This is an optimization exercise on Yosys and OpenROAD, whose aim is small area, a short achievable clock period and few clock cycles, not a production implementation.
RTL that was checked went through simulation tests only; none was proved equivalent to the original.
Power figures rest on the tool's default switching activity, not on a simulated workload.

==> inputs of run M <==
==> flow/design.v (excerpt) <==
module nbc_stream_dec (
    input  wire        clk,
    input  wire        rst,
    input  wire        cmd_valid,
    output wire        cmd_ready,
    input  wire [1:0]  cmd_mode,
    input  wire [63:0] cmd_acc,
    input  wire        in_valid,
    output wire        in_ready,
    input  wire [63:0] in_data,
    output reg         out_valid,
    input  wire        out_ready,
    output reg  [63:0] out_data,
    output reg         out_last
);
clock: 8.0 ns
lec_check: 0
cap_margin: 20
core_margin: 2
core_utilization: 45
setup_slack_margin: 4.5
slew_margin: 20
tns_end_percent: 10
run.sh (not shown) runs the stock make flow with config.mk's settings and CLKGATE_MAP_FILE= SYNTH_SCRIPT=/design/flow/synth_recipe.tcl, a recipe that flattens the netlist after the stock synthesis.
==> inputs of run G, as changes to run M <==
--- a/flow/design.v
+++ b/flow/design.v
@@ -50,28 +50,13 @@
     wire take   = in_valid && in_rdy;
     wire       drop  = p[4];                 
     wire [1:0] wk_e  = wk - {1'b0, drop};    
     wire       have1 = (wk_e != 2'd0);
     wire       have2 = wk_e[1];
     wire [127:0] win = drop ? {w2, w1} : {w1, w0};
-    reg  [75:0]  ext1;
-    reg  [63:0]  ext;
-    always @(*) begin
-        case (p[3:2])
-            2'd0: ext1 = win[75:0];
-            2'd1: ext1 = win[91:16];
-            2'd2: ext1 = win[107:32];
-            default: ext1 = win[123:48];
-        endcase
-        case (p[1:0])
-            2'd0: ext = ext1[63:0];
-            2'd1: ext = ext1[67:4];
-            2'd2: ext = ext1[71:8];
-            default: ext = ext1[75:12];
-        endcase
-    end
+    wire [63:0]  ext = win >> {p[3:0], 2'b00};
     wire [63:0] lo       = drop ? w1 : w0;
     wire [31:0] cnt      = lo[31:0];
     wire        cnt_zero = (cnt == 32'd0);
     wire [15:0] hdr     = (state == S_COUNT) ? lo[47:32] : ext[15:0];
     wire [4:0]  hdr_n   = hdr[4:0];
     wire [7:0]  hdr_m   = hdr[15:8];
@@ -86,68 +71,69 @@
     wire [4:0]  tot_s   = {1'b0, p[3:0]} + sc;
     wire        avail_s = (sc == 5'd0) || have2 || (have1 && (tot_s <= 5'd16));
     wire        rest_unstored = (blk_n == 5'd0) || (&blk_m[7:1]);
     wire        fin     = rem_le1 && rest_unstored;
     wire [4:0]  tot_h   = {1'b0, p[3:0]} + 5'd4;
     wire        avail_h = have2 || (have1 && (tot_h <= 5'd16));
-    reg [1:0]   state_c;
-    reg         have_cmd_c, fv_c;
-    reg [4:0]   p_c;
-    reg         start_c, slot_go_c;
+    reg [1:0]   state_n;
+    reg         have_cmd_n, f_valid_n;
+    reg [4:0]   p_n;
+    reg         start, slot_go;
     always @(*) begin
-        state_c    = state;
-        have_cmd_c = have_cmd || cmd_go;
-        fv_c       = cmd_go;
-        p_c        = {1'b0, p[3:0]};
-        start_c    = 1'b0;
-        slot_go_c  = 1'b0;
-        case (state)
-            S_COUNT: begin
-                if ((have_cmd || cmd_go) && have1) begin
-                    start_c    = 1'b1;
-                    have_cmd_c = 1'b0;
-                    if (!cnt_zero) begin
-                        p_c     = 5'd12;
-                        state_c = S_SLOT;
-                    end else begin
-                        p_c     = 5'd16;
+        state_n    = state;
+        have_cmd_n = have_cmd;
+        f_valid_n  = f_valid && !go;
+        p_n        = {1'b0, p[3:0]};
+        start      = 1'b0;
+        slot_go    = 1'b0;
+        if (cmd_go) begin
+            have_cmd_n = 1'b1;
+            f_valid_n  = 1'b1;
+        end
+        if (en1) begin
+            case (state)
+                S_COUNT: begin
+                    if ((have_cmd || cmd_go) && have1) begin
+                        start      = 1'b1;
+                        have_cmd_n = 1'b0;
+                        if (!cnt_zero) begin
+                            p_n     = 5'd12;
+                            state_n = S_SLOT;
+                        end else begin
+                            p_n     = 5'd16;
+                        end
                     end
                 end
-            end
-            S_SLOT: begin
-                if (avail_s) begin
-                    slot_go_c = 1'b1;
-                    fv_c      = !rem_zero;
-                    if (fin) begin
-                        p_c     = (tot_s == 5'd0) ? 5'd0 : 5'd16;
-                        state_c = (tot_s > 5'd16) ? S_END : S_COUNT;
-                    end else begin
-                        p_c = tot_s;
-                        if (last)
-                            state_c = S_HDR;
+                S_SLOT: begin
+                    if (avail_s) begin
+                        slot_go = 1'b1;
+                        if (!rem_zero)
+                            f_valid_n = 1'b1;
+                        if (fin) begin
+                            p_n     = (tot_s == 5'd0) ? 5'd0 : 5'd16;
+                            state_n = (tot_s > 5'd16) ? S_END : S_COUNT;
+                        end else begin
+                            p_n = tot_s;
+                            if (last)
+                                state_n = S_HDR;
+                        end
                     end
                 end
-            end
-            S_HDR: begin
-                if (avail_h) begin
-                    p_c     = tot_h;
-                    state_c = S_SLOT;
-                end
-            end
-            S_END: begin
-                p_c     = 5'd16;
-                state_c = S_COUNT;
-            end
-        endcase
-    end
-    wire [1:0]  state_n    = en1 ? state_c : state;
-    wire        have_cmd_n = en1 ? have_cmd_c : (have_cmd || cmd_go);
-    wire        f_valid_n  = en1 ? fv_c : 1'b1;
-    wire [4:0]  p_n        = en1 ? p_c : {1'b0, p[3:0]};
-    wire        start      = en1 && start_c;
-    wire        slot_go    = en1 && slot_go_c;
+                S_HDR: begin
+                    if (avail_h) begin
+                        p_n     = tot_h;
+                        state_n = S_SLOT;
+                    end
+                end
+                S_END: begin
+                    p_n     = 5'd16;
+                    state_n = S_COUNT;
+                end
+            endcase
+        end
+    end
     wire [1:0] wk_n = wk_e + {1'b0, take};
     always @(posedge clk) begin
         if (drop) begin
             w0 <= w1;
             w1 <= w2;
         end
@@ -220,23 +206,22 @@
                 rem_zero <= rem_is1;
         end
     end
     wire [63:0] a  = out_data & {64{f_acc}};
     wire [63:0] hp = a ^ f;
     wire [63:0] hg = out_data & f & {64{f_cy}};
-    wire [63:0] ht = out_data | f;
-    reg  [63:0] pg, pt;
+    reg  [63:0] pg, pp;
     integer l, i;
     always @(*) begin
         pg = hg;
-        pt = ht;
+        pp = hp;
         for (l = 0; l < 6; l = l + 1)
             for (i = 0; i < 64; i = i + 1)
                 if ((i >> l) & 1) begin
-                    pg[i] = pg[i] | (pt[i] & pg[((i >> l) << l) - 1]);
-                    pt[i] = pt[i] & pt[((i >> l) << l) - 1];
+                    pg[i] = pg[i] | (pp[i] & pg[((i >> l) << l) - 1]);
+                    pp[i] = pp[i] & pp[((i >> l) << l) - 1];
                 end
     end
     wire [63:0] sink = hp ^ {pg[62:0], 1'b0};
     always @(posedge clk) begin
         if (rst) begin
             out_valid <= 1'b0;
Settings changed: CORE_UTILIZATION 45 to 30, SETUP_SLACK_MARGIN 4.5 to 5, TNS_END_PERCENT 10 to default.
==> run summary <==
	run M	run G
Diode insertion count for antenna repair	1	2
Simple-Gate Fraction of Synth Area	12.9%	17.2%
VDD IR-drop max	0.000174 V	0.000238 V
Post-layout power	11.1 mW	14.3 mW
Number of well-tap cells placed	680	1134
Origin of the critical flop-to-flop path	p[4]$_SDFF_PP0_	f_acc$_DFFE_PP_
Depth of the critical timing path with buffers and inverters included	11	16
Via density per instance	5.97	5.40
Met2 Use GR	44.6%	32.2%
Switching power share of the total	42.3%	46.0%
Critical Path Max Stage Delay	0.79 ns	0.37 ns
Placed Cells incl. Taps	3186	4038
Run status	no timing/DRC/antenna violations	no timing/DRC/antenna violations
Crit Reg-Reg Endpoint	sm[3]$_DFFE_PP_	out_data[61]$_DFFE_PP_
Testbench counts of run M, summed over its fixed seeds: cycles 16,918.
For run G, only the layout was checked, not whether the RTL still works.

==> build 74 <==
==> flow/design.v <==
module nbc_stream_dec (
    input  wire        clk,
    input  wire        rst,
    input  wire        cmd_valid,
    output wire        cmd_ready,
    input  wire [1:0]  cmd_mode,
    input  wire [63:0] cmd_acc,
    input  wire        in_valid,
    output wire        in_ready,
    input  wire [63:0] in_data,
    output reg         out_valid,
    input  wire        out_ready,
    output reg  [63:0] out_data,
    output reg         out_last
);
    localparam S_COUNT = 2'd0;    
    localparam S_SLOT  = 2'd1;    
    localparam S_HDR   = 2'd2;    
    localparam S_END   = 2'd3;    
    reg [1:0]   state;
    reg         have_cmd;
    reg         cmd_rdy;
    reg         m_acc;       
    reg         m_delta;     
    reg [31:0]  remain;      
    reg         rem_zero;    
    reg         rem_is1;     
    reg         rem_le1;     
    reg [4:0]   blk_n;
    reg [7:0]   blk_m;       
    reg         odd;         
    reg [2:0]   idx;
    reg [4:0]   sm;          
    reg [4:0]   sc;          
    reg [63:0]  w0, w1, w2;
    reg [1:0]   wk;          
    reg         in_rdy;
    reg [4:0]   p;           
    reg         f_valid;
    reg         f_load;      
    reg         f_last;
    reg         f_acc;       
    reg         f_cy;        
    reg [63:0]  f;
    assign in_ready  = in_rdy;
    assign cmd_ready = cmd_rdy;
    wire go     = !out_valid || out_ready;   
    wire en1    = !f_valid || go;            
    wire cmd_go = cmd_valid && cmd_rdy;
    wire take   = in_valid && in_rdy;
    wire       drop  = p[4];                 
    wire [1:0] wk_e  = wk - {1'b0, drop};    
    wire       have1 = (wk_e != 2'd0);
    wire       have2 = wk_e[1];
    wire [127:0] win = drop ? {w2, w1} : {w1, w0};
    reg  [75:0]  ext1;
    reg  [63:0]  ext;
    always @(*) begin
        case (p[3:2])
            2'd0: ext1 = win[75:0];
            2'd1: ext1 = win[91:16];
            2'd2: ext1 = win[107:32];
            default: ext1 = win[123:48];
        endcase
        case (p[1:0])
            2'd0: ext = ext1[63:0];
            2'd1: ext = ext1[67:4];
            2'd2: ext = ext1[71:8];
            default: ext = ext1[75:12];
        endcase
    end
    wire [63:0] lo       = drop ? w1 : w0;
    wire [31:0] cnt      = lo[31:0];
    wire        cnt_zero = (cnt == 32'd0);
    wire [15:0] hdr     = (state == S_COUNT) ? lo[47:32] : ext[15:0];
    wire [4:0]  hdr_n   = hdr[4:0];
    wire [7:0]  hdr_m   = hdr[15:8];
    reg  [63:0] smask;
    integer j;
    always @(*) begin
        for (j = 0; j < 16; j = j + 1)
            smask[4*j +: 4] = (j < sm) ? 4'hF : 4'h0;
    end
    wire        last    = (idx == 3'd7);
    wire        pad7    = blk_n[0] & (odd ^ !blk_m[0] ^ !blk_m[1]);
    wire [4:0]  tot_s   = {1'b0, p[3:0]} + sc;
    wire        avail_s = (sc == 5'd0) || have2 || (have1 && (tot_s <= 5'd16));
    wire        rest_unstored = (blk_n == 5'd0) || (&blk_m[7:1]);
    wire        fin     = rem_le1 && rest_unstored;
    wire [4:0]  tot_h   = {1'b0, p[3:0]} + 5'd4;
    wire        avail_h = have2 || (have1 && (tot_h <= 5'd16));
    reg [1:0]   state_c;
    reg         have_cmd_c, fv_c;
    reg [4:0]   p_c;
    reg         start_c, slot_go_c;
    always @(*) begin
        state_c    = state;
        have_cmd_c = have_cmd || cmd_go;
        fv_c       = cmd_go;
        p_c        = {1'b0, p[3:0]};
        start_c    = 1'b0;
        slot_go_c  = 1'b0;
        case (state)
            S_COUNT: begin
                if ((have_cmd || cmd_go) && have1) begin
                    start_c    = 1'b1;
                    have_cmd_c = 1'b0;
                    if (!cnt_zero) begin
                        p_c     = 5'd12;
                        state_c = S_SLOT;
                    end else begin
                        p_c     = 5'd16;
                    end
                end
            end
            S_SLOT: begin
                if (avail_s) begin
                    slot_go_c = 1'b1;
                    fv_c      = !rem_zero;
                    if (fin) begin
                        p_c     = (tot_s == 5'd0) ? 5'd0 : 5'd16;
                        state_c = (tot_s > 5'd16) ? S_END : S_COUNT;
                    end else begin
                        p_c = tot_s;
                        if (last)
                            state_c = S_HDR;
                    end
                end
            end
            S_HDR: begin
                if (avail_h) begin
                    p_c     = tot_h;
                    state_c = S_SLOT;
                end
            end
            S_END: begin
                p_c     = 5'd16;
                state_c = S_COUNT;
            end
        endcase
    end
    wire [1:0]  state_n    = en1 ? state_c : state;
    wire        have_cmd_n = en1 ? have_cmd_c : (have_cmd || cmd_go);
    wire        f_valid_n  = en1 ? fv_c : 1'b1;
    wire [4:0]  p_n        = en1 ? p_c : {1'b0, p[3:0]};
    wire        start      = en1 && start_c;
    wire        slot_go    = en1 && slot_go_c;
    wire [1:0] wk_n = wk_e + {1'b0, take};
    always @(posedge clk) begin
        if (drop) begin
            w0 <= w1;
            w1 <= w2;
        end
        if (in_rdy) begin
            if (wk_e == 2'd0) w0 <= in_data;
            if (wk_e == 2'd1) w1 <= in_data;
            if (wk_e == 2'd2) w2 <= in_data;
        end
    end
    always @(posedge clk) begin
        if (en1 && (state == S_SLOT || (state == S_COUNT && cmd_rdy))) begin
            f      <= (state == S_COUNT) ? cmd_acc : (ext & smask);
            f_load <= (state == S_COUNT);
            f_last <= rem_is1;
            f_acc  <= (state != S_COUNT) && m_acc;
            f_cy   <= (state != S_COUNT) && m_delta;
        end
        if (cmd_go) begin
            m_acc   <= (cmd_mode == 2'd1) || (cmd_mode == 2'd2);
            m_delta <= (cmd_mode == 2'd1);
        end
        if (start) begin
            remain  <= cnt;
            rem_is1 <= (cnt == 32'd1);
            rem_le1 <= (cnt[31:1] == 31'd0);
        end
        if (slot_go && !rem_zero) begin
            remain  <= remain - 32'd1;
            rem_is1 <= (remain == 32'd2);
            rem_le1 <= (remain[31:2] == 30'd0) && !(remain[1] && remain[0]);
        end
        if (en1 && (state == S_COUNT || state == S_HDR)) begin
            blk_n   <= hdr_n;
            blk_m   <= hdr_m;
            odd     <= 1'b0;
            idx     <= 3'd0;
            sm      <= hdr_m[0] ? 5'd0 : hdr_n;
            sc      <= hdr_m[0] ? 5'd0 : hdr_n;
        end
        if (slot_go) begin
            idx   <= idx + 3'd1;
            blk_m <= {1'b1, blk_m[7:1]};
            odd   <= odd ^ !blk_m[0];
            sm    <= blk_m[1] ? 5'd0 : blk_n;
            if (idx == 3'd6)
                sc <= (blk_m[1] ? 5'd0 : blk_n) + {4'd0, pad7};
            else
                sc <= blk_m[1] ? 5'd0 : blk_n;
        end
        if (rst) begin
            state    <= S_COUNT;
            have_cmd <= 1'b0;
            cmd_rdy  <= 1'b1;
            f_valid  <= 1'b0;
            p        <= 5'd0;
            wk       <= 2'd0;
            in_rdy   <= 1'b1;
            rem_zero <= 1'b1;
        end else begin
            state    <= state_n;
            have_cmd <= have_cmd_n;
            cmd_rdy  <= (state_n == S_COUNT) && !have_cmd_n && !f_valid_n;
            f_valid  <= f_valid_n;
            p        <= p_n;
            wk       <= wk_n;
            in_rdy   <= (wk_n != 2'd3) || p_n[4];
            if (start)
                rem_zero <= cnt_zero;
            else if (slot_go && !rem_zero)
                rem_zero <= rem_is1;
        end
    end
    wire [63:0] a  = out_data & {64{f_acc}};
    wire [63:0] hp = a ^ f;
    wire [63:0] hg = out_data & f & {64{f_cy}};
    wire [63:0] ht = out_data | f;
    reg  [63:0] pg, pt;
    integer l, i;
    always @(*) begin
        pg = hg;
        pt = ht;
        for (l = 0; l < 6; l = l + 1)
            for (i = 0; i < 64; i = i + 1)
                if ((i >> l) & 1) begin
                    pg[i] = pg[i] | (pt[i] & pg[((i >> l) << l) - 1]);
                    pt[i] = pt[i] & pt[((i >> l) << l) - 1];
                end
    end
    wire [63:0] sink = hp ^ {pg[62:0], 1'b0};
    always @(posedge clk) begin
        if (rst) begin
            out_valid <= 1'b0;
        end else if (go) begin
            out_valid <= f_valid && !f_load;
            if (f_valid) begin
                out_data <= sink;
                out_last <= f_last;
            end
        end
    end
endmodule
==> flow/run.sh <==
#!/bin/bash
# synth_recipe.tcl (not shown) runs the flow's synth.tcl, then flattens the netlist and writes it again
# the make line also repeats each setting of config.mk as NAME=value (left out here)
make -C /OpenROAD-flow-scripts/flow DESIGN_CONFIG=/design/flow/config.mk WORK_HOME=/design/flow/orfs CLKGATE_MAP_FILE= SYNTH_SCRIPT=/design/flow/synth_recipe.tcl finish
==> flow/config.mk <==
export PLATFORM = sky130hd
export DESIGN_NAME = nbc_stream_dec
export DESIGN_NICKNAME = nbc_stream_dec
export VERILOG_FILES = /design/flow/design.v
export SDC_FILE = /design/flow/constraint.sdc
export NUM_CORES = 4
export LEC_CHECK = 0
export CAP_MARGIN = 20
export CORE_MARGIN = 2
export CORE_UTILIZATION = 45
export SETUP_SLACK_MARGIN = 5.0
export SLEW_MARGIN = 20
export TNS_END_PERCENT = 0
==> flow/constraint.sdc <==
create_clock -name core_clock -period 8.0 [get_ports {clk}]
set_input_delay 1.6000 -clock core_clock [delete_from_list [all_inputs] [get_ports {clk}]]
set_output_delay 1.6000 -clock core_clock [all_outputs]
set_load 0.01 [all_outputs]
==> build 56 (differences from build 74) <==
--- a/flow/design.v
+++ b/flow/design.v
@@ -55,18 +55,3 @@
     wire [127:0] win = drop ? {w2, w1} : {w1, w0};
-    reg  [75:0]  ext1;
-    reg  [63:0]  ext;
-    always @(*) begin
-        case (p[3:2])
-            2'd0: ext1 = win[75:0];
-            2'd1: ext1 = win[91:16];
-            2'd2: ext1 = win[107:32];
-            default: ext1 = win[123:48];
-        endcase
-        case (p[1:0])
-            2'd0: ext = ext1[63:0];
-            2'd1: ext = ext1[67:4];
-            2'd2: ext = ext1[71:8];
-            default: ext = ext1[75:12];
-        endcase
-    end
+    wire [63:0]  ext = win >> {p[3:0], 2'b00};
     wire [63:0] lo       = drop ? w1 : w0;
@@ -91,58 +76,59 @@
     wire        avail_h = have2 || (have1 && (tot_h <= 5'd16));
-    reg [1:0]   state_c;
-    reg         have_cmd_c, fv_c;
-    reg [4:0]   p_c;
-    reg         start_c, slot_go_c;
+    reg [1:0]   state_n;
+    reg         have_cmd_n, f_valid_n;
+    reg [4:0]   p_n;
+    reg         start, slot_go;
     always @(*) begin
-        state_c    = state;
-        have_cmd_c = have_cmd || cmd_go;
-        fv_c       = cmd_go;
-        p_c        = {1'b0, p[3:0]};
-        start_c    = 1'b0;
-        slot_go_c  = 1'b0;
-        case (state)
-            S_COUNT: begin
-                if ((have_cmd || cmd_go) && have1) begin
-                    start_c    = 1'b1;
-                    have_cmd_c = 1'b0;
-                    if (!cnt_zero) begin
-                        p_c     = 5'd12;
-                        state_c = S_SLOT;
-                    end else begin
-                        p_c     = 5'd16;
+        state_n    = state;
+        have_cmd_n = have_cmd;
+        f_valid_n  = f_valid && !go;
+        p_n        = {1'b0, p[3:0]};
+        start      = 1'b0;
+        slot_go    = 1'b0;
+        if (cmd_go) begin
+            have_cmd_n = 1'b1;
+            f_valid_n  = 1'b1;
+        end
+        if (en1) begin
+            case (state)
+                S_COUNT: begin
+                    if ((have_cmd || cmd_go) && have1) begin
+                        start      = 1'b1;
+                        have_cmd_n = 1'b0;
+                        if (!cnt_zero) begin
+                            p_n     = 5'd12;
+                            state_n = S_SLOT;
+                        end else begin
+                            p_n     = 5'd16;
+                        end
                     end
                 end
-            end
-            S_SLOT: begin
-                if (avail_s) begin
-                    slot_go_c = 1'b1;
-                    fv_c      = !rem_zero;
-                    if (fin) begin
-                        p_c     = (tot_s == 5'd0) ? 5'd0 : 5'd16;
-                        state_c = (tot_s > 5'd16) ? S_END : S_COUNT;
-                    end else begin
-                        p_c = tot_s;
-                        if (last)
-                            state_c = S_HDR;
+                S_SLOT: begin
+                    if (avail_s) begin
+                        slot_go = 1'b1;
+                        if (!rem_zero)
+                            f_valid_n = 1'b1;
+                        if (fin) begin
+                            p_n     = (tot_s == 5'd0) ? 5'd0 : 5'd16;
+                            state_n = (tot_s > 5'd16) ? S_END : S_COUNT;
+                        end else begin
+                            p_n = tot_s;
+                            if (last)
+                                state_n = S_HDR;
+                        end
                     end
                 end
-            end
-            S_HDR: begin
-                if (avail_h) begin
-                    p_c     = tot_h;
-                    state_c = S_SLOT;
-                end
-            end
-            S_END: begin
-                p_c     = 5'd16;
-                state_c = S_COUNT;
-            end
-        endcase
-    end
-    wire [1:0]  state_n    = en1 ? state_c : state;
-    wire        have_cmd_n = en1 ? have_cmd_c : (have_cmd || cmd_go);
-    wire        f_valid_n  = en1 ? fv_c : 1'b1;
-    wire [4:0]  p_n        = en1 ? p_c : {1'b0, p[3:0]};
-    wire        start      = en1 && start_c;
-    wire        slot_go    = en1 && slot_go_c;
+                S_HDR: begin
+                    if (avail_h) begin
+                        p_n     = tot_h;
+                        state_n = S_SLOT;
+                    end
+                end
+                S_END: begin
+                    p_n     = 5'd16;
+                    state_n = S_COUNT;
+                end
+            endcase
+        end
+    end
     wire [1:0] wk_n = wk_e + {1'b0, take};
@@ -225,4 +211,3 @@
     wire [63:0] hg = out_data & f & {64{f_cy}};
-    wire [63:0] ht = out_data | f;
-    reg  [63:0] pg, pt;
+    reg  [63:0] pg, pp;
     integer l, i;
@@ -230,3 +215,3 @@
         pg = hg;
-        pt = ht;
+        pp = hp;
         for (l = 0; l < 6; l = l + 1)
@@ -234,4 +219,4 @@
                 if ((i >> l) & 1) begin
-                    pg[i] = pg[i] | (pt[i] & pg[((i >> l) << l) - 1]);
-                    pt[i] = pt[i] & pt[((i >> l) << l) - 1];
+                    pg[i] = pg[i] | (pp[i] & pg[((i >> l) << l) - 1]);
+                    pp[i] = pp[i] & pp[((i >> l) << l) - 1];
                 end
Settings changed: CORE_UTILIZATION 45 to 30, SETUP_SLACK_MARGIN 5.0 to 4.5, TNS_END_PERCENT 0 to not set.
==> trial 97 (differences from build 74) <==
Settings changed: CORE_UTILIZATION 45 to 30, CTS_BUF_LIST set to sky130_fd_sc_hd__clkbuf_8, SETUP_SLACK_MARGIN 5.0 to 4.5, TNS_END_PERCENT 0 to 10.
==> build 6 (differences from build 74) <==
Settings changed: CORE_UTILIZATION 45 to 40, TNS_END_PERCENT 0 to 5.
==> results.json <==
{
  "first_global_vias": 17740,
  "outcome": "no timing/DRC/antenna violations",
  "nWellTaps": 1030,
  "synth_commonest_cells": "320 x nor2_1, 278 x a21oi_1, 259 x edfxtp_1, 217 x mux2i_1, 215 x nand2_1",
  "netlist.area_leader.share_pct": 33.61,
  "pwr-share-clk_pct": 17.1
}
(the above is from trial 97)
==> results.json <==
{
  "pwr-share-clk_pct": 17.8,
  "synth_commonest_cells": "320 x nor2_1, 278 x a21oi_1, 259 x edfxtp_1, 217 x mux2i_1, 215 x nand2_1",
  "wire_per_inst_um": 23.11,
  "layout_commonest_cell": "nor2_1",
  "first_global_vias": 18700,
  "nWellTaps": 680,
  "outcome": "no timing/DRC/antenna violations"
}
(the above is from build 74)
==> results.json <==
{
  "outcome": "no timing/DRC/antenna violations",
  "synth_compound_area_share_pct": 16.50,
  "nWellTaps": 1134,
  "synth_commonest_cells": "428 x nand2_1, 354 x nor2_1, 294 x a21oi_1, 259 x edfxtp_1, 236 x mux2i_1",
  "netlist.area_leader.share_pct": 30.70,
  "hold_viol": 0,
  "fillerInstances": 8483,
  "first_global_vias": 19910,
  "synth.area.mux_share_pct": 13.69
}
(the above is from build 56)
==> results.json <==
{
  "outcome": "no timing/DRC/antenna violations",
  "first_global_vias": 18950,
  "netlist.area_leader.share_pct": 33.61,
  "synth_commonest_cells": "320 x nor2_1, 278 x a21oi_1, 259 x edfxtp_1, 217 x mux2i_1, 215 x nand2_1",
  "nWellTaps": 765,
  "pwr-share-clk_pct": 17.9
}
(the above is from build 6)
Testbench counts of build 74, summed over its fixed seeds: cycles 16,918.
Testbench counts of trial 97, summed over its fixed seeds: cycles 16,918.
Testbench counts of build 6, summed over its fixed seeds: cycles 16,918.
Function not checked in build 56: the RTL went through the layout flow alone.

## re-timing with driven ports
Ports are ideal in the flow. The routed layouts listed here were re-timed in OpenROAD. Step 1 sets driving cells, clkbuf_16 on the clock port and buf_2 on the other inputs (assumed; they add their load-dependent delay and slew). Step 2 adds t to the input delays and takes it off the output delays; t is the mean of the earliest and latest rising clock arrival at the registers after step 1. Input paths then give back, and output paths get back, about the clock's delay inside the block. Three values: ideal ports, drivers, drivers and shift; two values: the first two.
| run | t, ns | setup WS [ns] | latest minus earliest clock arrival (ns) |
|---|---|---|---|
| run M | 0.660 | 4.532 / 4.532 / 4.138 | 0.038 / 0.038 |
| run G | 0.633 | 4.466 / 4.466 / 4.269 | 0.038 / 0.037 |
| build 74 | 0.650 | 4.631 / 4.631 / 4.214 | 0.028 / 0.028 |
| build 56 | 0.654 | 4.475 / 4.475 / 4.202 | 0.033 / 0.032 |
| trial 97 | 0.724 | 4.487 / 4.487 / 4.127 | 0.036 / 0.035 |
| build 6 | 0.642 | 4.625 / 4.565 / 4.225 | 0.026 / 0.026 |
After both steps every run listed still meets setup and hold. For build 74, which loses most, drivers alone change the setup slack by 0.000 ns; drivers and shift together by -0.417 ns.
